What follows belongs to an exercise in optimizing a design on an open flow for small area, a short achievable clock period and few clock cycles; a production flow would make more cautious choices.
At most, simulation tests tie the RTL to the original design; equivalence was not proved.
The RTL of runs 1 and 2 was laid out without a check of its function.
Power and IR drop assume default switching activity.

[config.mk]
export PLATFORM = sky130hd
export DESIGN_NAME = sdio_spi_engine
export DESIGN_NICKNAME = sdio_spi_engine
export VERILOG_FILES = /design/flow/design.v
export SDC_FILE = /design/flow/constraint.sdc
export NUM_CORES = 4
export LEC_CHECK = 0
export CAP_MARGIN = 20
export CORE_MARGIN = 2
export CORE_UTILIZATION = 40
export SETUP_SLACK_MARGIN = 2.0
export SLEW_MARGIN = 20
[constraint.sdc]
create_clock -name core_clock -period 5.0 [get_ports {clk}]
set_input_delay 1.0000 -clock core_clock [delete_from_list [all_inputs] [get_ports {clk}]]
set_output_delay 1.0000 -clock core_clock [all_outputs]
set_load 0.01 [all_outputs]
[design.v]
module sdio_spi_engine (
    input  wire        clk,
    input  wire        rst,             
    input  wire        op_valid,
    output wire        op_ready,
    input  wire [7:0]  op_sel,          
    input  wire [7:0]  op_index,
    input  wire [31:0] op_arg,
    input  wire [16:0] op_count,
    input  wire [9:0]  op_block_size,
    input  wire        op_mode,
    input  wire [1:0]  op_fn,
    input  wire [2:0]  op_width,
    output wire        res_valid,
    output wire [3:0]  res_code,
    output wire [7:0]  res_status,
    output wire [7:0]  res_stuff,
    output wire        ev_valid,
    output wire [2:0]  ev_kind,
    output reg  [7:0]  ev_tx,
    input  wire        ev_ready,
    input  wire [7:0]  ev_rx,
    input  wire        wd_valid,
    output wire        wd_ready,
    input  wire [7:0]  wd_data,
    output reg         rd_valid,
    output wire [7:0]  rd_data
);
    function [6:0] crc7_byte(input [6:0] acc, input [7:0] b);
        integer k;
        reg [6:0] r;
        reg fb;
        begin
            r = acc;
            for (k = 7; k >= 0; k = k - 1) begin
                fb = b[k] ^ r[6];
                r  = {r[5:0], 1'b0};
                if (fb) r = r ^ 7'h09;
            end
            crc7_byte = r;
        end
    endfunction
    function [15:0] crc16_byte(input [15:0] acc, input [7:0] b);
        integer k;
        reg [15:0] r;
        begin
            r = acc ^ {b, 8'h00};
            for (k = 0; k < 8; k = k + 1) begin
                if (r[15]) r = {r[14:0], 1'b0} ^ 16'h1021;
                else       r = {r[14:0], 1'b0};
            end
            crc16_byte = r;
        end
    endfunction
    localparam [5:0] S_CS1   = {3'd0, 3'd0},    
                     S_CS0   = {3'd0, 3'd1},    
                     S_CTX   = {3'd0, 3'd2},    
                     S_PTOK  = {3'd1, 3'd2},    
                     S_PDAT  = {3'd2, 3'd2},    
                     S_PCRC  = {3'd3, 3'd2},    
                     S_PSTOP = {3'd4, 3'd2},    
                     S_RDY   = {3'd0, 3'd3},    
                     S_RESP  = {3'd1, 3'd3},    
                     S_STUFF = {3'd2, 3'd3},    
                     S_GTOK  = {3'd3, 3'd3},    
                     S_GPAY  = {3'd4, 3'd3},    
                     S_GCRC  = {3'd5, 3'd3},    
                     S_DRT   = {3'd6, 3'd3},    
                     S_FIN   = {3'd7, 3'd3},    
                     S_CRIT1 = {3'd0, 3'd4},
                     S_CRIT0 = {3'd0, 3'd5},
                     S_IDLE  = {3'd0, 3'd6},
                     S_PWAIT = {3'd1, 3'd6},    
                     S_FAULT = {3'd0, 3'd7},    
                     S_DONE  = {3'd1, 3'd7};    
    localparam [2:0] R_SUCCESS       = 3'd0,
                     R_UNSPECIFIED   = 3'd1,
                     R_NOT_READY     = 3'd2,
                     R_INV_RESP      = 3'd3,
                     R_INV_RESP_DATA = 3'd4,
                     R_INV_CRC       = 3'd5,
                     R_TIMEOUT       = 3'd6;
    localparam [1:0] T_CMD = 2'd0, T_SET = 2'd1, T_GET = 2'd2, T_PUT = 2'd3;
    reg [5:0]  state;
    reg [1:0]  optype;
    reg [1:0]  idx;        
    reg [1:0]  step;       
    reg [2:0]  res;
    reg [9:0]  cnt;        
    reg [15:0] crc;        
    reg [31:0] u;
    reg [7:0]  wbuf;       
    reg        wfull;
    wire acc = ev_valid & ev_ready;
    wire rx_ff = (ev_rx == 8'hFF);
    wire cnt1  = (cnt == 10'd1);
    wire [16:0] rem = u[16:0];
    wire rem1 = (rem == 17'd1);
    wire rem0 = (rem == 17'd0);
    assign ev_valid = ~(state[2] & state[1]);
    assign ev_kind  = state[2:0];
    assign op_ready = (state == S_IDLE);
    assign res_valid = (state[2:0] == 3'd7);
    assign res_code  = state[3] ? {1'b0, res} : 4'd8;
    assign res_status = u[15:8];
    assign res_stuff  = u[7:0];
    assign rd_data   = ev_tx;      
    wire cnt0  = (cnt == 10'd0);
    wire pdata = (state == S_PTOK) | (state == S_PDAT) | (state == S_PWAIT);
    assign wd_ready  = pdata & ~wfull & ~cnt0;
    wire take = wd_valid & wd_ready;
    wire idx_ok   = (op_index == 8'd0) || (op_index == 8'd52) ||
                    (op_index == 8'd53) || (op_index == 8'd63);
    wire bs_ok    = (op_block_size >= 10'd1) && (op_block_size <= 10'd512);
    wire width_ok = (op_width == 3'd1) || (op_width == 3'd2) || (op_width == 3'd4);
    wire fn_ok    = (op_fn == 2'd1) || (op_fn == 2'd2);
    wire put_ok   = (!op_mode || bs_ok) && (op_count >= 17'd1) &&
                    (op_mode || op_count <= 17'd512);
    wire [7:0] fb0 = (idx == 2'd0) ? 8'h40 : (idx == 2'd1) ? 8'h74 :
                     (idx == 2'd2) ? 8'h75 : 8'h7F;
    wire is_set = (optype == T_SET);
    wire [1:0] aw_fn   = u[3:2];
    wire [1:0] aw_code = u[1:0];
    wire [7:0] fb1 = is_set ? {1'b1, aw_fn, 5'b00010} : u[31:24];
    wire [7:0] fb2 = is_set ? 8'h00 : u[23:16];
    wire [7:0] fb3 = is_set ? {5'b00000, step, 1'b0} : u[15:8];
    wire [7:0] fb4 = is_set ? ((step == 2'd0) ? u[23:16] :
                               (step == 2'd1) ? u[31:24] : {6'd0, aw_code}) : u[7:0];
    wire [6:0] crc7_nx = crc7_byte(crc[6:0], ev_tx);
    wire [7:0] fb5 = (idx == 2'd3) ? 8'hFF : {crc7_nx, 1'b1};
    wire [15:0] crc16_nx = crc16_byte(crc, ev_tx);
    wire [2:0] drt_res = (ev_rx == 8'hE5) ? R_SUCCESS :
                         (ev_rx == 8'hEB || ev_rx == 8'hED) ? R_INV_RESP :
                         rx_ff ? R_TIMEOUT : R_UNSPECIFIED;
    always @(posedge clk) begin
        rd_valid <= ~rst & (state == S_GPAY) & ev_ready;
        if (rst) begin
            state <= S_IDLE;
        end else begin
            case (state)
            S_IDLE: begin
                if (op_valid) begin
                    res  <= R_SUCCESS;
                    step <= 2'd0;
                    u    <= op_arg;
                    case (op_sel)
                        8'h10: begin
                            optype <= T_CMD;
                            idx    <= (op_index == 8'd0)  ? 2'd0 :
                                      (op_index == 8'd52) ? 2'd1 :
                                      (op_index == 8'd53) ? 2'd2 : 2'd3;
                            state  <= idx_ok ? S_CS1 : S_FAULT;
                        end
                        8'h30: begin
                            optype <= T_SET;
                            idx    <= 2'd1;
                            u[3:0] <= {op_fn, (op_width == 3'd1) ? 2'd0 :
                                              (op_width == 3'd2) ? 2'd1 : 2'd2};
                            state  <= (width_ok && fn_ok) ? S_CS1 : S_FAULT;
                        end
                        8'h20: begin
                            optype    <= T_GET;
                            u[16:0]   <= op_count;
                            u[26:17]  <= op_block_size;
                            state     <= bs_ok ? S_CS1 : S_FAULT;
                        end
                        8'h21: begin
                            optype    <= T_PUT;
                            u[16:0]   <= op_mode ? op_count : 17'd1;
                            u[26:17]  <= op_mode ? op_block_size : op_count[9:0];
                            u[27]     <= op_mode && (op_count[16:1] != 16'd0);
                            state     <= put_ok ? S_CS1 : S_FAULT;
                        end
                        default: state <= S_FAULT;
                    endcase
                end
            end
            S_FAULT, S_DONE: state <= S_IDLE;
            S_CS1: if (ev_ready) begin
                cnt <= 10'd200;
                if (optype == T_GET) begin
                    state <= rem0 ? S_CS0 : S_GTOK;
                end else if (optype == T_CMD && idx == 2'd3) begin
                    ev_tx <= fb0;
                    cnt   <= 10'd6;
                    state <= S_CTX;
                end else begin
                    state <= S_RDY;
                end
            end
            S_RDY: begin
                crc <= 16'h0000;
                ev_tx <= (optype == T_PUT) ? (u[27] ? 8'hFC : 8'hFE) : fb0;
                if (ev_ready) begin
                    if (rx_ff) begin
                        cnt   <= (optype == T_PUT) ? u[26:17] : 10'd6;
                        wfull <= 1'b0;
                        state <= (optype == T_PUT) ? S_PTOK : S_CTX;
                    end else if (cnt1) begin
                        res   <= R_NOT_READY;
                        cnt   <= 10'd255;
                        state <= (optype == T_PUT) ? S_FIN : S_CS0;
                    end else begin
                        cnt <= cnt - 10'd1;
                    end
                end
            end
            S_CTX: if (ev_ready) begin
                crc[6:0] <= crc7_nx;
                cnt      <= cnt - 10'd1;
                case (cnt[2:0])
                    3'd6:    ev_tx <= fb1;
                    3'd5:    ev_tx <= fb2;
                    3'd4:    ev_tx <= fb3;
                    3'd3:    ev_tx <= fb4;
                    default: ev_tx <= fb5;
                endcase
                if (cnt1) begin
                    cnt   <= 10'd200;
                    state <= S_RESP;
                end
            end
            S_RESP: if (ev_ready) begin
                u[15:8] <= ev_rx;
                res     <= (ev_rx != 8'h00) ? R_INV_RESP : R_SUCCESS;
                cnt     <= cnt - 10'd1;
                if (!rx_ff || cnt1) state <= S_STUFF;
            end
            S_STUFF: if (ev_ready) begin
                if (!is_set) u[7:0] <= ev_rx;
                if (res == R_SUCCESS && idx == 2'd2 && ev_rx != 8'h00)
                    res <= R_INV_RESP_DATA;
                state <= S_CS0;
            end
            S_CS0: if (ev_ready) begin
                if (is_set && step != 2'd2 && res == R_SUCCESS) begin
                    step  <= step + 2'd1;
                    state <= S_CS1;
                end else begin
                    state <= S_DONE;
                end
            end
            S_GTOK: begin
                crc <= 16'hFE00;
                if (ev_ready) begin
                    ev_tx <= ev_rx;
                    cnt <= cnt - 10'd1;
                    if (ev_rx == 8'hFE) begin
                        cnt   <= u[26:17];
                        state <= S_GPAY;
                    end else if (cnt1) begin
                        res   <= R_TIMEOUT;
                        state <= S_CS0;
                    end
                end
            end
            S_GPAY: if (ev_ready) begin
                crc     <= crc16_nx;
                ev_tx   <= ev_rx;
                u[16:0] <= rem - 17'd1;
                cnt     <= cnt - 10'd1;
                if (cnt1 || rem1) begin
                    cnt   <= 10'd2;
                    state <= S_GCRC;
                end
            end
            S_GCRC: if (ev_ready) begin
                crc   <= crc16_nx;
                ev_tx <= ev_rx;
                cnt   <= cnt - 10'd1;
                if (cnt1) begin
                    if ({ev_tx, ev_rx} != crc) begin
                        res   <= R_INV_CRC;
                        state <= S_CS0;
                    end else if (rem0) begin
                        state <= S_CS0;
                    end else begin
                        cnt   <= 10'd200;
                        state <= S_GTOK;
                    end
                end
            end
            S_PTOK, S_PWAIT, S_PDAT: begin
                if (take) cnt <= cnt - 10'd1;
                if (state == S_PWAIT) begin
                    if (take) begin
                        ev_tx <= wd_data;
                        state <= S_PDAT;
                    end
                end else if (ev_ready) begin
                    if (state == S_PDAT) crc <= crc16_nx;
                    state <= S_PDAT;
                    if (wfull) begin
                        ev_tx <= wbuf;
                        wfull <= 1'b0;
                    end else if (take) begin
                        ev_tx <= wd_data;
                    end else if (cnt0 && state == S_PDAT) begin
                        ev_tx <= crc16_nx[15:8];
                        cnt   <= 10'd2;
                        state <= S_PCRC;
                    end else begin
                        state <= S_PWAIT;
                    end
                end else if (take) begin
                    wbuf  <= wd_data;
                    wfull <= 1'b1;
                end
            end
            S_PCRC: if (ev_ready) begin
                ev_tx <= crc[7:0];
                cnt   <= cnt - 10'd1;
                if (cnt1) state <= S_CRIT1;
            end
            S_CRIT1: if (ev_ready) begin
                cnt   <= 10'd4;
                state <= S_DRT;
            end
            S_DRT: if (ev_ready) begin
                cnt <= cnt - 10'd1;
                if (!rx_ff || cnt1) begin
                    res   <= drt_res;
                    state <= S_CRIT0;
                end
            end
            S_CRIT0: if (ev_ready) begin
                cnt <= 10'd255;
                ev_tx <= 8'hFD;
                if (res != R_SUCCESS) begin
                    state <= S_FIN;
                end else if (rem1) begin
                    state <= u[27] ? S_PSTOP : S_FIN;
                end else begin
                    u[16:0] <= rem - 17'd1;
                    cnt     <= 10'd200;
                    state   <= S_RDY;
                end
            end
            S_PSTOP: if (ev_ready) begin
                cnt   <= 10'd255;
                state <= S_FIN;
            end
            S_FIN: if (ev_ready) begin
                cnt <= cnt - 10'd1;
                if (rx_ff || cnt1) state <= S_CS0;
            end
            default: state <= S_IDLE;
            endcase
        end
    end
endmodule
[run.sh]
#!/bin/bash
# synth_recipe.tcl (not shown) runs the flow's synth.tcl, then flattens the netlist and writes it again
# the make line also repeats each setting of config.mk as NAME=value (left out here)
make -C /OpenROAD-flow-scripts/flow DESIGN_CONFIG=/design/flow/config.mk WORK_HOME=/design/flow/orfs CLKGATE_MAP_FILE= SYNTH_SCRIPT=/design/flow/synth_recipe.tcl finish
==> results_dict.tcl, run 1 <==
set metrics [dict create \
    vias 9327 \
    drive_above_1_share 0.145 \
    critPathLaunchType "flop" \
    synth-main-ff-cell "edfxtp_1" \
    total_power_w 0.00453 \
    p_seq_frac 0.291 \
    rows 53 \
    cts_tree "built" \
    crit_required_ns 5.08 \
    grt_max_degree 27 \
    clock_path_buffers 2 \
    fmax_mhz 337 \
    hold_path_class "flop to flop" \
    leakagePower_nw 3.75 \
    startpoint "cnt[1]" \
    port_buffers 145 \
    syn_nets 1131 \
    dieArea_mm2 0.0227 \
    status "complete, no violations" \
    syn_area_per_cell_um2 8.43 \
    die_w_um 151 \
    grt_pass1_vias 8646 \
    pwr_density_cell_mw_per_mm2 422 \
    synth-async-reset-ratio 0 \
    endpoint "ev_tx[2]" \
    core_region_area_mm2 0.0210 \
    sw_frac_of_total 0.458 \
    yosysSeqAreaShare 0.310 \
    antenna_found_initial 0 \
    synthToLayoutAreaGrowth_pct 24.9 \
    rsz0062_at_grt "false" \
    drt_pass1_iterations 7 \
    whs_ns 0.675 \
    clock-root-buffer "clkbuf_16" \
    fill_cells 2023 \
    yosys_register_bits 91 \
    globalplace.congestion 0.994 \
    rr_startpoint "cnt[1]" \
    totalWireLength_um 36700 \
    pwr-share-comb 0.556 \
    synth_top_cell_by_area "edfxtp_1" \
    cp.arrival_ns 3.05 \
    max-vdd-ir-drop_mv 0.185 \
    drv_cap 0 \
    wl_per_cell_um 26.1 \
    netlist.area_leader.share 0.294 \
    drtAntennaViolNets 0 \
    yosysUniqueCellTypes 94 \
    cts_buffers 9 \
    final.setup.tns_ns 0 \
    synth_cells 1019 \
    synth_edf_count 84 \
    r2r-end "ev_tx[2]" \
    worst_pin_slew_ns 0.987 \
    slew_violations 0 \
    final.period_utilization 0.593 \
    grt_use_total 0.320 \
    finalSetupViolCount 0 \
    antenna_cells 0 \
    drc_errors 0 \
    rrSetupSlack_ns 2.03 \
    cts.sinks 91 \
    critical_path_class "flop to flop" \
    clkTransAtPathRegs_ns 0.08 \
    htreeDepth 3 \
    synth.top_cells.by_area "edfxtp_1, xnor2_1, nand2_1" \
    drt_iter0_drc 1205 \
    p_sw_w 0.00207 \
    overflow 0 \
    finalNetCount 1241 \
    start_util 0.409 \
    via_per_inst 6.62 \
    grt_pass1_wl_um 54000 \
    clock_skew_ns 0.0124 \
    max_slew_margin 0.342 \
    hold_viol 0 \
    synth_area_mm2 0.00859 \
    intPower_w 0.00246 \
    clkLatencyLatePin_ns 0.36 \
    yosysWarnings 1 \
    die_y_um 151 \
    crit_fanout 13 \
    power_frac_clock 0.153 \
    holdBufCountCts 0 \
    final.min_clock_period_ns 2.97 \
    crit_path_end_kind "flop" \
    place_hpwl_um 28400 \
    rr_worst_depth 8 \
    io-pin-count 146 \
]
-- registers in the layout, indices dropped and copies added (netlist names), 3 cells and up --
register  flops
crc          16
ev_tx         8
res           3
state         6
u            32
wbuf          8
cnt          10
-- area by class of cell --
cell class	count	area (um2)	area share
Sequential cell	91	2680	0.249
Tap cell	275	344	0.0321
Clock buffer	9	225	0.0210
Timing Repair Buffer	194	1830	0.170
Clock inverter	7	63.8	0.00595
Inverter	22	87.6	0.00816
Multi-Input combinational cell	811	5510	0.513
-- logic make-up (layout without fill, tap and decap cells) --
kind of cell | Yosys count | after routing | synth area share
xor gates and xnor gates | 78 | 78 | 0.0795
and+or+nand+nor | 396 | 396 | 0.244
buffers and inverters | 117 | 232 | 0.0740
adders and majority gates | 10 | 10 | 0.0146
muxes | 10 | 10 | 0.0124
AOI/OAI and AO/OA | 317 | 317 | 0.266
DFF | 91 | 91 | 0.310
-- power by group through the flow --
stage,Clock [W],Combinational [W],Sequential [W]
floorplan,0,0.00157,0.00121
global placement,0,0.00228,0.00135
detailed placement,0,0.00227,0.00135
CTS,0.000694,0.00239,0.00132
global route,0.000724,0.00267,0.00134
finish,0.000693,0.00252,0.00132
-- how the worst min path moves through the flow --
| stage | startpoint | endpoint | slack (ns) | depth (start not counted) |
|---|---|---|---|---|
| after floorplan | u[25] | cnt[8] | 0.55 | 2 |
| after global placement | u[26] | cnt[9] | 0.66 | 1 |
| after detailed placement | wbuf[0] | ev_tx[0] | 0.66 | 2 |
| after CTS | wbuf[0] | ev_tx[0] | 0.68 | 2 |
| after global routing | wbuf[0] | ev_tx[0] | 0.72 | 2 |
| final | wbuf[0] | ev_tx[0] | 0.67 | 2 |
-- Yosys cell counts, types with 27 or more instances --
cell type,count
nand2_1,88
edfxtp_1,84
nor2_1,71
a21oi_1,63
xnor2_1,51
nand3_1,47
o21ai_0,42
clkbuf_1,41
nor3_1,36
buf_4,28
a31oi_1,27
xor2_1,27
-- layer usage --
layer,GRT usage,up-vias,part of all wire
met5,0,-,0
met4,0.142,0,0.047
met3,0.0588,93,0.10
met2,0.496,653,0.45
met1,0.436,4415,0.41
li1,-,4166,-
-- cell usage in the layout, fill, tap and decap left out, drive strengths merged, types with 8 or more instances in the layout --
master,n
a2111oi,8
a211oi,9
a21oi,63
a221o,17
a221oi,10
a222oi,8
a22oi,11
a31oi,27
and2,8
and3,13
buf,49
clkbuf,13
clkdlybuf4s50,134
edfxtp,84
ha,10
inv,24
nand2,88
nand2b,17
nand3,47
nand4,14
nor2,74
nor2b,12
nor3,36
nor4,26
o211ai,13
o21ai,45
o22ai,16
or2,10
or3,13
or4,12
xnor2,51
xor2,27
-- metrics by stage --
step / utilization / setup WS [ns] / cell area [um2] / instances
floorplan: - / 2.06 / 8600 / 1019
global placement: 0.479 / 1.14 / 10100 / 1375
detailed placement: 0.479 / 1.12 / 10100 / 1375
CTS: 0.503 / 1.99 / 10600 / 1401
global route: 0.510 / 1.99 / 10700 / 1409
finish: 0.510 / 2.03 / 10700 / 1409
-- timing repair --
action | CTS | global route
resized for setup | 59 | 29
setup buffers | 10 | 8
cloned | 0 | 0
endpoints found under the setup margin | 76 | 69
pin swaps | 5 | 6
-- worst max-delay path, cell delays in order (launching register included) --
cell and delay, ns:
edfxtp_1 0.43, buf_4 0.19, ha_1 0.31, or3b_2 0.50, a21oi_1 0.16, buf_4 0.25, a31oi_1 0.11, a222oi_1 0.57
o211ai_1 0.17
==> run 2: changes to the inputs <==
--- a/config.mk
+++ b/config.mk
@@ -8,5 +8,5 @@
 export CAP_MARGIN = 20
 export CORE_MARGIN = 2
 export CORE_UTILIZATION = 40
-export SETUP_SLACK_MARGIN = 2.0
+export SETUP_SLACK_MARGIN = 2.6
 export SLEW_MARGIN = 20
==> results_dict.tcl, run 2 <==
set metrics [dict create \
    largest_register "u" \
    overflow 0 \
    htreeDepth 3 \
    hold_viol 0 \
    synth_area_mm2 0.00859 \
    reg_top3 "u: 32 flops, crc: 16 flops, cnt: 10 flops" \
    critPathLaunchType "flop" \
    crit_fanout 3 \
    clkLatencyLatePin_ns 0.37 \
    synth_common_cells "nand2_1, edfxtp_1, nor2_1, a21oi_1, xnor2_1" \
    synth-async-reset-ratio 0 \
    wl_per_cell_um 26.0 \
    rrSetupSlack_ns 2.31 \
    via_per_inst 6.58 \
    layout_commonest_cell "buf_4" \
    yosysSeqAreaShare 0.310 \
    grt_pass1_vias 9608 \
    die_y_um 151 \
    port_buffers 145 \
    use_met1 0.435 \
    finalSetupViolCount 0 \
    drt_pass1_iterations 6 \
    dp.cells 1365 \
    utilization 0.619 \
    antenna_cells 0 \
    path_cells "inv_2, ha_4, nor3b_4, nand3_2, and2_4, buf_6" \
    finalNetCount 1355 \
    grt_max_degree 27 \
    gr-usage-met3 0.0794 \
    synth.most_common_cell "nand2_1" \
    slew_violations 0 \
    rsz0062_at_grt "true" \
    max-vdd-ir-drop_mv 0.172 \
    slowest_stage "edfxtp_1" \
    final.setup.tns_ns 0 \
    critical_path_class "flop to output pin" \
    slowest_delay_ns 0.47 \
    yosysWarnings 1 \
    cp.arrival_ns 1.72 \
    final.min_clock_period_ns 2.72 \
    totalWireLength_um 39500 \
    netlist.area_leader.share 0.294 \
    fmax_mhz 367 \
    pwr_density_cell_mw_per_mm2 413 \
    synth-main-ff-cell "edfxtp_1" \
    cts_buffers 9 \
    globalplace.congestion 1.02 \
    clock_path_buffers 2 \
    grt_use_total 0.344 \
    start_util 0.409 \
    drtAntennaViolNets 0 \
    holdBufCountCts 0 \
    grt_pass1_wl_um 58200 \
    max_slew_margin 0.525 \
    largest_register_ffs 32 \
    cts_tree "built" \
    top_usage_layer "met2" \
    clock_skew_ns 0.0150 \
    core_region_area_mm2 0.0210 \
    synth_cells 1019 \
    status "complete, no violations" \
    synthToLayoutAreaGrowth_pct 51.6 \
    drt_iter0_drc 1277 \
    drive_above_1_share 0.340 \
    crit_required_ns 4.00 \
    synth_edf_count 84 \
    io-pin-count 146 \
    synth_top_cell_by_area "edfxtp_1" \
    hold_path_class "flop to flop" \
    syn_nets 1131 \
    multi_input_comb_area_mm2 0.00669 \
    place_hpwl_um 27800 \
    die_w_um 151 \
    final_cell_mix "buf_4, edfxtp_1, nand2_1" \
    clock-root-buffer "clkbuf_16" \
    clkTransAtPathRegs_ns 0.08 \
    regArea_mm2 0.00268 \
    worst_pin_slew_ns 0.706 \
    fin_cells 1522 \
    antenna_found_initial 0 \
    yosys_register_bits 91 \
    yosysUniqueCellTypes 94 \
    drc_errors 0 \
    met2_usage 0.533 \
    fill_cells 1755 \
    drv_cap 0 \
    rows 53 \
    vias 10010 \
    dieArea_mm2 0.0227 \
    synth.top_cells.by_area "edfxtp_1, xnor2_1, nand2_1" \
    final.period_utilization 0.545 \
    crit_path_end_kind "output pin" \
    cts.sinks 91 \
    leakagePower_nw 4.92 \
    syn_area_per_cell_um2 8.43 \
]
-- run 2: worst max-delay path: cells and delay by family (launching register included) --
kind,cells,cell delay (ns)
adders and majority gates,1,0.14
buffers and inverters,2,0.22
DFF,1,0.47
and+or+nand+nor,3,0.53
-- run 2: final timing paths --
path | start | depth (start not counted) | endpoint
max | cnt[1] | 6 | wd_ready
min | wbuf[0] | 2 | ev_tx[0]
max reg2reg | u[10] | 7 | cnt[9]
min reg2reg | wbuf[0] | 2 | ev_tx[0]
-- run 2: what timing repair did --
action / CTS / global route
setup endpoints to repair: 184 / 123
buffers inserted: 112 / 25
cloned: 4 / 1
pin swaps: 78 / 33
resized for setup: 335 / 90
-- run 2: final cells by class --
| cell class | instances | share of cell area |
|---|---|---|
| Tap cell | 275 | 0.0264 |
| Timing Repair Buffer | 306 | 0.222 |
| Sequential cell | 91 | 0.206 |
| Clock inverter | 6 | 0.00692 |
| Clock buffer | 9 | 0.0173 |
| Multi-Input combinational cell | 813 | 0.514 |
| Inverter | 22 | 0.00730 |
-- run 2: power breakdown --
group	switching [W]	internal, W	total, W
Combinational	0.00187	0.00149	0.00335
Clock	0.000320	0.000437	0.000758
Sequential	0.000191	0.00107	0.00126
-- run 2: logic make-up after synthesis --
kind of cell             Yosys count  synth area share
XOR/XNOR                          78            0.0795
AND/OR/NAND/NOR                  396             0.244
adder cells (fa/ha/maj)           10            0.0146
buffers and inverters            117            0.0740
flip-flops                        91             0.310
multiplexers                      10            0.0124
AO/OA/AOI/OAI                    317             0.266
-- run 2: metrics by stage --
stage	area [um2]	total power [W]	setup slack, ns	hold WS [ns]
after floorplan	9000	0.00287	2.33	0.551
after global placement	10300	0.00369	1.29	0.623
after detailed placement	10300	0.00367	1.27	0.638
after CTS	12400	0.00505	2.33	0.653
after global routing	13000	0.00560	2.15	0.657
final	13000	0.00537	2.28	0.655
-- run 2: routing by layer --
metal / up-vias / wire [um] / part of all wire
li1: 4391 / - / -
met1: 4754 / 15300 / 0.39
met2: 701 / 17500 / 0.44
met3: 164 / 4010 / 0.10
met4: 0 / 2700 / 0.068
met5: - / 0 / 0
==> run 3: changes to the inputs <==
--- a/design.v
+++ b/design.v
@@ -23,7 +23,7 @@
     input  wire        wd_valid,
     output wire        wd_ready,
     input  wire [7:0]  wd_data,
-    output reg         rd_valid,
+    output wire        rd_valid,
     output wire [7:0]  rd_data
 );
     function [6:0] crc7_byte(input [6:0] acc, input [7:0] b);
@@ -89,8 +89,6 @@
     reg [9:0]  cnt;        
     reg [15:0] crc;        
     reg [31:0] u;
-    reg [7:0]  wbuf;       
-    reg        wfull;
     wire acc = ev_valid & ev_ready;
     wire rx_ff = (ev_rx == 8'hFF);
     wire cnt1  = (cnt == 10'd1);
@@ -104,11 +102,9 @@
     assign res_code  = state[3] ? {1'b0, res} : 4'd8;
     assign res_status = u[15:8];
     assign res_stuff  = u[7:0];
-    assign rd_data   = ev_tx;      
-    wire cnt0  = (cnt == 10'd0);
-    wire pdata = (state == S_PTOK) | (state == S_PDAT) | (state == S_PWAIT);
-    assign wd_ready  = pdata & ~wfull & ~cnt0;
-    wire take = wd_valid & wd_ready;
+    assign rd_valid  = (state == S_GPAY) & ev_ready;
+    assign rd_data   = ev_rx;
+    assign wd_ready  = (state == S_PWAIT) | (((state == S_PTOK) | ((state == S_PDAT) & ~cnt1)) & ev_ready);
     wire idx_ok   = (op_index == 8'd0) || (op_index == 8'd52) ||
                     (op_index == 8'd53) || (op_index == 8'd63);
     wire bs_ok    = (op_block_size >= 10'd1) && (op_block_size <= 10'd512);
@@ -128,12 +124,12 @@
                                (step == 2'd1) ? u[31:24] : {6'd0, aw_code}) : u[7:0];
     wire [6:0] crc7_nx = crc7_byte(crc[6:0], ev_tx);
     wire [7:0] fb5 = (idx == 2'd3) ? 8'hFF : {crc7_nx, 1'b1};
-    wire [15:0] crc16_nx = crc16_byte(crc, ev_tx);
+    wire [15:0] crc16_rx = crc16_byte(crc, ev_rx);
+    wire [15:0] crc16_wd = crc16_byte(crc, wd_data);
     wire [2:0] drt_res = (ev_rx == 8'hE5) ? R_SUCCESS :
                          (ev_rx == 8'hEB || ev_rx == 8'hED) ? R_INV_RESP :
                          rx_ff ? R_TIMEOUT : R_UNSPECIFIED;
     always @(posedge clk) begin
-        rd_valid <= ~rst & (state == S_GPAY) & ev_ready;
         if (rst) begin
             state <= S_IDLE;
         end else begin
@@ -193,8 +189,7 @@
                 ev_tx <= (optype == T_PUT) ? (u[27] ? 8'hFC : 8'hFE) : fb0;
                 if (ev_ready) begin
                     if (rx_ff) begin
-                        cnt   <= (optype == T_PUT) ? u[26:17] : 10'd6;
-                        wfull <= 1'b0;
+                        cnt   <= 10'd6;
                         state <= (optype == T_PUT) ? S_PTOK : S_CTX;
                     end else if (cnt1) begin
                         res   <= R_NOT_READY;
@@ -241,9 +236,8 @@
                 end
             end
             S_GTOK: begin
-                crc <= 16'hFE00;
+                crc <= 16'h0000;
                 if (ev_ready) begin
-                    ev_tx <= ev_rx;
                     cnt <= cnt - 10'd1;
                     if (ev_rx == 8'hFE) begin
                         cnt   <= u[26:17];
@@ -255,8 +249,7 @@
                 end
             end
             S_GPAY: if (ev_ready) begin
-                crc     <= crc16_nx;
-                ev_tx   <= ev_rx;
+                crc     <= crc16_rx;
                 u[16:0] <= rem - 17'd1;
                 cnt     <= cnt - 10'd1;
                 if (cnt1 || rem1) begin
@@ -265,11 +258,10 @@
                 end
             end
             S_GCRC: if (ev_ready) begin
-                crc   <= crc16_nx;
-                ev_tx <= ev_rx;
-                cnt   <= cnt - 10'd1;
+                crc <= crc16_rx;
+                cnt <= cnt - 10'd1;
                 if (cnt1) begin
-                    if ({ev_tx, ev_rx} != crc) begin
+                    if (crc16_rx != 16'h0000) begin
                         res   <= R_INV_CRC;
                         state <= S_CS0;
                     end else if (rem0) begin
@@ -280,31 +272,32 @@
                     end
                 end
             end
-            S_PTOK, S_PWAIT, S_PDAT: begin
-                if (take) cnt <= cnt - 10'd1;
-                if (state == S_PWAIT) begin
-                    if (take) begin
-                        ev_tx <= wd_data;
-                        state <= S_PDAT;
-                    end
-                end else if (ev_ready) begin
-                    if (state == S_PDAT) crc <= crc16_nx;
+            S_PTOK: if (ev_ready) begin
+                cnt <= u[26:17];
+                if (wd_valid) begin
+                    ev_tx <= wd_data;
+                    crc   <= crc16_wd;
                     state <= S_PDAT;
-                    if (wfull) begin
-                        ev_tx <= wbuf;
-                        wfull <= 1'b0;
-                    end else if (take) begin
-                        ev_tx <= wd_data;
-                    end else if (cnt0 && state == S_PDAT) begin
-                        ev_tx <= crc16_nx[15:8];
-                        cnt   <= 10'd2;
-                        state <= S_PCRC;
-                    end else begin
-                        state <= S_PWAIT;
-                    end
-                end else if (take) begin
-                    wbuf  <= wd_data;
-                    wfull <= 1'b1;
+                end else begin
+                    state <= S_PWAIT;
+                end
+            end
+            S_PWAIT: if (wd_valid) begin
+                ev_tx <= wd_data;
+                crc   <= crc16_wd;
+                state <= S_PDAT;
+            end
+            S_PDAT: if (ev_ready) begin
+                cnt <= cnt - 10'd1;
+                if (cnt1) begin
+                    ev_tx <= crc[15:8];
+                    cnt   <= 10'd2;
+                    state <= S_PCRC;
+                end else if (wd_valid) begin
+                    ev_tx <= wd_data;
+                    crc   <= crc16_wd;
+                end else begin
+                    state <= S_PWAIT;
                 end
             end
             S_PCRC: if (ev_ready) begin
--- a/config.mk
+++ b/config.mk
@@ -8,5 +8,4 @@
 export CAP_MARGIN = 20
 export CORE_MARGIN = 2
 export CORE_UTILIZATION = 40
-export SETUP_SLACK_MARGIN = 2.6
 export SLEW_MARGIN = 20
==> results_dict.tcl, run 3 <==
set metrics [dict create \
    status "complete, no violations" \
    cts_buffers 9 \
    critical_path_class "flop to output pin" \
    rows 50 \
    layout_commonest_cell "clkdlybuf4s50_1" \
    p_sw_w 0.00161 \
    max_slew_margin 0.258 \
    syn_area_per_cell_um2 8.37 \
    slowest_stage "dfxtp_1" \
    pwr-share-comb 0.498 \
    syn_nets 1039 \
    crit_fanout 22 \
    drt_iter0_drc 956 \
    vias 8034 \
    fmax_mhz 243 \
    critPathLaunchType "flop" \
    leakagePower_nw 3.23 \
    die_w_um 143 \
    start_util 0.411 \
    htreeDepth 3 \
    rsz0062_at_grt "false" \
    cts.sinks 81 \
    synth.top_cells.by_area "edfxtp_1, xnor2_1, nand2_1" \
    grt_max_degree 30 \
    drc_errors 0 \
    drv_cap 0 \
    wl_per_cell_um 23.3 \
    synth_top_cell_by_area "edfxtp_1" \
    synth_edf_count 75 \
    cts_setup_buffers 0 \
    path_cells "inv_1, nor2_1, nand3_1, a21boi_2, nor2_1, clkdlybuf4s50_1" \
    crit_required_ns 4.00 \
    clock-root-buffer "clkbuf_16" \
    clock_skew_ns 0.00859 \
    die_y_um 143 \
    total_power_w 0.00377 \
    yosys_register_bits 81 \
    netlist.area_leader.share 0.290 \
    fin_area_mm2 0.00945 \
    yosysSeqAreaShare 0.306 \
    via_per_inst 6.29 \
    synth_area_mm2 0.00776 \
    totalWireLength_um 29800 \
    max-vdd-ir-drop_mv 0.160 \
    clkTransAtPathRegs_ns 0.06 \
    whs_ns 0.564 \
    synth_cells 927 \
    power_frac_clock 0.178 \
    antenna_cells 0 \
    clkLatencyLatePin_ns 0.36 \
    cp.arrival_ns 3.12 \
    core_region_area_mm2 0.0189 \
    synth.most_common_cell "nand2_1" \
    place_hpwl_um 23300 \
    synthToLayoutAreaGrowth_pct 21.8 \
    largest_register "u" \
    cts_resized 0 \
    cp_num_buf_inv 2 \
    cts_tree "built" \
    worst_pin_slew_ns 1.11 \
    final_cell_mix "clkdlybuf4s50_1, nand2_1, nor2_1" \
    antenna_found_initial 0 \
    io-pin-count 146 \
    grt_pass1_vias 7727 \
    slew_violations 0 \
    fin_cells 1278 \
    crit_path_end_kind "output pin" \
    slowest_delay_ns 0.85 \
    sw_frac_of_total 0.428 \
    drive_above_1_share 0.0609 \
    crit_family "buffers and inverters" \
    grt_use_total 0.291 \
    yosysUniqueCellTypes 85 \
    final.setup.tns_ns 0 \
    drtAntennaViolNets 0 \
    port_buffers 145 \
    finalSetupViolCount 0 \
    synth_common_cells "nand2_1, nor2_1, edfxtp_1, o21ai_0, a21oi_1" \
    place_area_mm2 0.00916 \
    p_seq_frac 0.324 \
    pwr_density_cell_mw_per_mm2 399 \
    overflow 0 \
    reg_top3 "u: 32 flops, crc: 16 flops, cnt: 10 flops" \
    clock_path_buffers 2 \
    final.period_utilization 0.825 \
    grt_pass1_wl_um 45300 \
    cp_common_cell "nor2_1" \
    holdBufCountCts 0 \
    synth-main-ff-cell "edfxtp_1" \
    largest_register_ffs 32 \
    drt_pass1_iterations 5 \
    intPower_w 0.00216 \
    yosysWarnings 1 \
    globalplace.congestion 0.993 \
    hold_path_class "flop to flop" \
    dp.cells 1262 \
    dieArea_mm2 0.0205 \
    final.min_clock_period_ns 4.12 \
    hold_viol 0 \
    synth-async-reset-ratio 0 \
    finalNetCount 1125 \
]
run 3: cell types whose count changed in the layout (fill, tap and decap cells not counted), sizes merged, moves of 10 or more:
| cell | delta |
|---|---|
| buf | -157 |
| dlygate4sd2 | -38 |
| clkdlybuf4s50 | +71 |
| mux2i | +19 |
| nor4 | -10 |
| a31oi | -22 |
| o21ai | +26 |
| o22ai | -10 |
run 3: worst paths after layout:
check	from	endpoint	slack [ns]	cells past startpoint
worst max-delay path	state[3]	wd_ready	0.88	6
worst min-delay path	state[4]	state[4]	0.56	1
worst max register to register	state[2]	ev_tx[6]	1.49	5
worst min register to register	state[4]	state[4]	0.56	1
run 3: cells by family after synthesis:
logic type	after synthesis	share of synthesized area
buffers and inverters	103	0.0716
adder cells (fa/ha/maj)	10	0.0161
XOR/XNOR	80	0.0922
AO/OA/AOI/OAI	272	0.244
multiplexers	30	0.0397
flip-flops	81	0.306
AND/OR/NAND/NOR	351	0.230
run 3: layout make-up:
| class | count | area, um2 |
|---|---|---|
| sequential | 81 | 2370 |
| fill | 1875 | 9440 |
| clock buffer | 11 | 233 |
| tap | 260 | 325 |
| inverter | 18 | 67.6 |
| clock inverter | 5 | 56.3 |
| multi-input combinational | 743 | 4830 |
| timing repair buffer | 160 | 1560 |
run 3: metrics by stage:
step                setup slack, ns   util
detailed placement             1.15  0.485
finish                        0.877  0.500
global placement               1.19  0.485
floorplan                      1.93      -
global route                  0.713  0.500
CTS                           0.920  0.500
run 3: worst register-to-register path, stage by stage (launching register included):
cell	delay [ns]
dfxtp_1	0.81
nor4b_1	0.65
nand2_1	0.15
a21oi_1	0.42
o211ai_1	0.19
a21oi_1	0.91
run 3: power groups by stage:
stage                     combinational (W)  clock (W)  sequential [W]
after global placement              0.00184          0         0.00123
after detailed placement            0.00183          0         0.00123
after global routing                0.00203   0.000709         0.00124
after floorplan                     0.00130          0         0.00110
after CTS                           0.00185   0.000680         0.00121
final                               0.00188   0.000670         0.00122
run 3: metal layers:
metal  share of wire  track usage  vias to the layer above
li1                -            -                     3660
met4           0.030        0.108                        0
met2            0.45        0.455                      522
met1            0.43        0.400                     3786
met3           0.093       0.0580                       66
met5               0            0                        -
Testbench counts of run 3, summed over its fixed seeds: cycles 293,774.

-- separate check: timing with driven ports --
No port has a modelled driver above. Below, the same layouts with a new extraction and two added sets of constraints. Step 1: set_driving_cell puts a clkbuf_16 on clk and a buf_2 on each other input, an assumption about the parent block. Step 2, shift: input delay + t, output delay - t, t = (earliest + latest rising clock arrival at the registers) / 2. This alone moves slack from input paths to output paths. a / b / c = no drivers / after step 1 / after step 2; a / b = the first two.
run	t, ns	slack for setup (ns)	worst setup path at the end	latest minus earliest clock arrival (ns)	slew at the worst register clock pin (ns)
run 1	0.397	2.034 / 2.020 / 1.685	input to register	0.012 / 0.013	0.08 / 0.08
run 2	0.407	2.276 / 2.228 / 2.016	input to register	0.014 / 0.015	0.08 / 0.08
run 3	0.405	0.877 / 0.827 / 1.075	input to register	0.009 / 0.008	0.07 / 0.07
After both steps setup and hold are still met in every run listed. For run 1, which loses most, drivers alone change the setup slack by -0.014 ns; drivers and shift together by -0.349 ns.
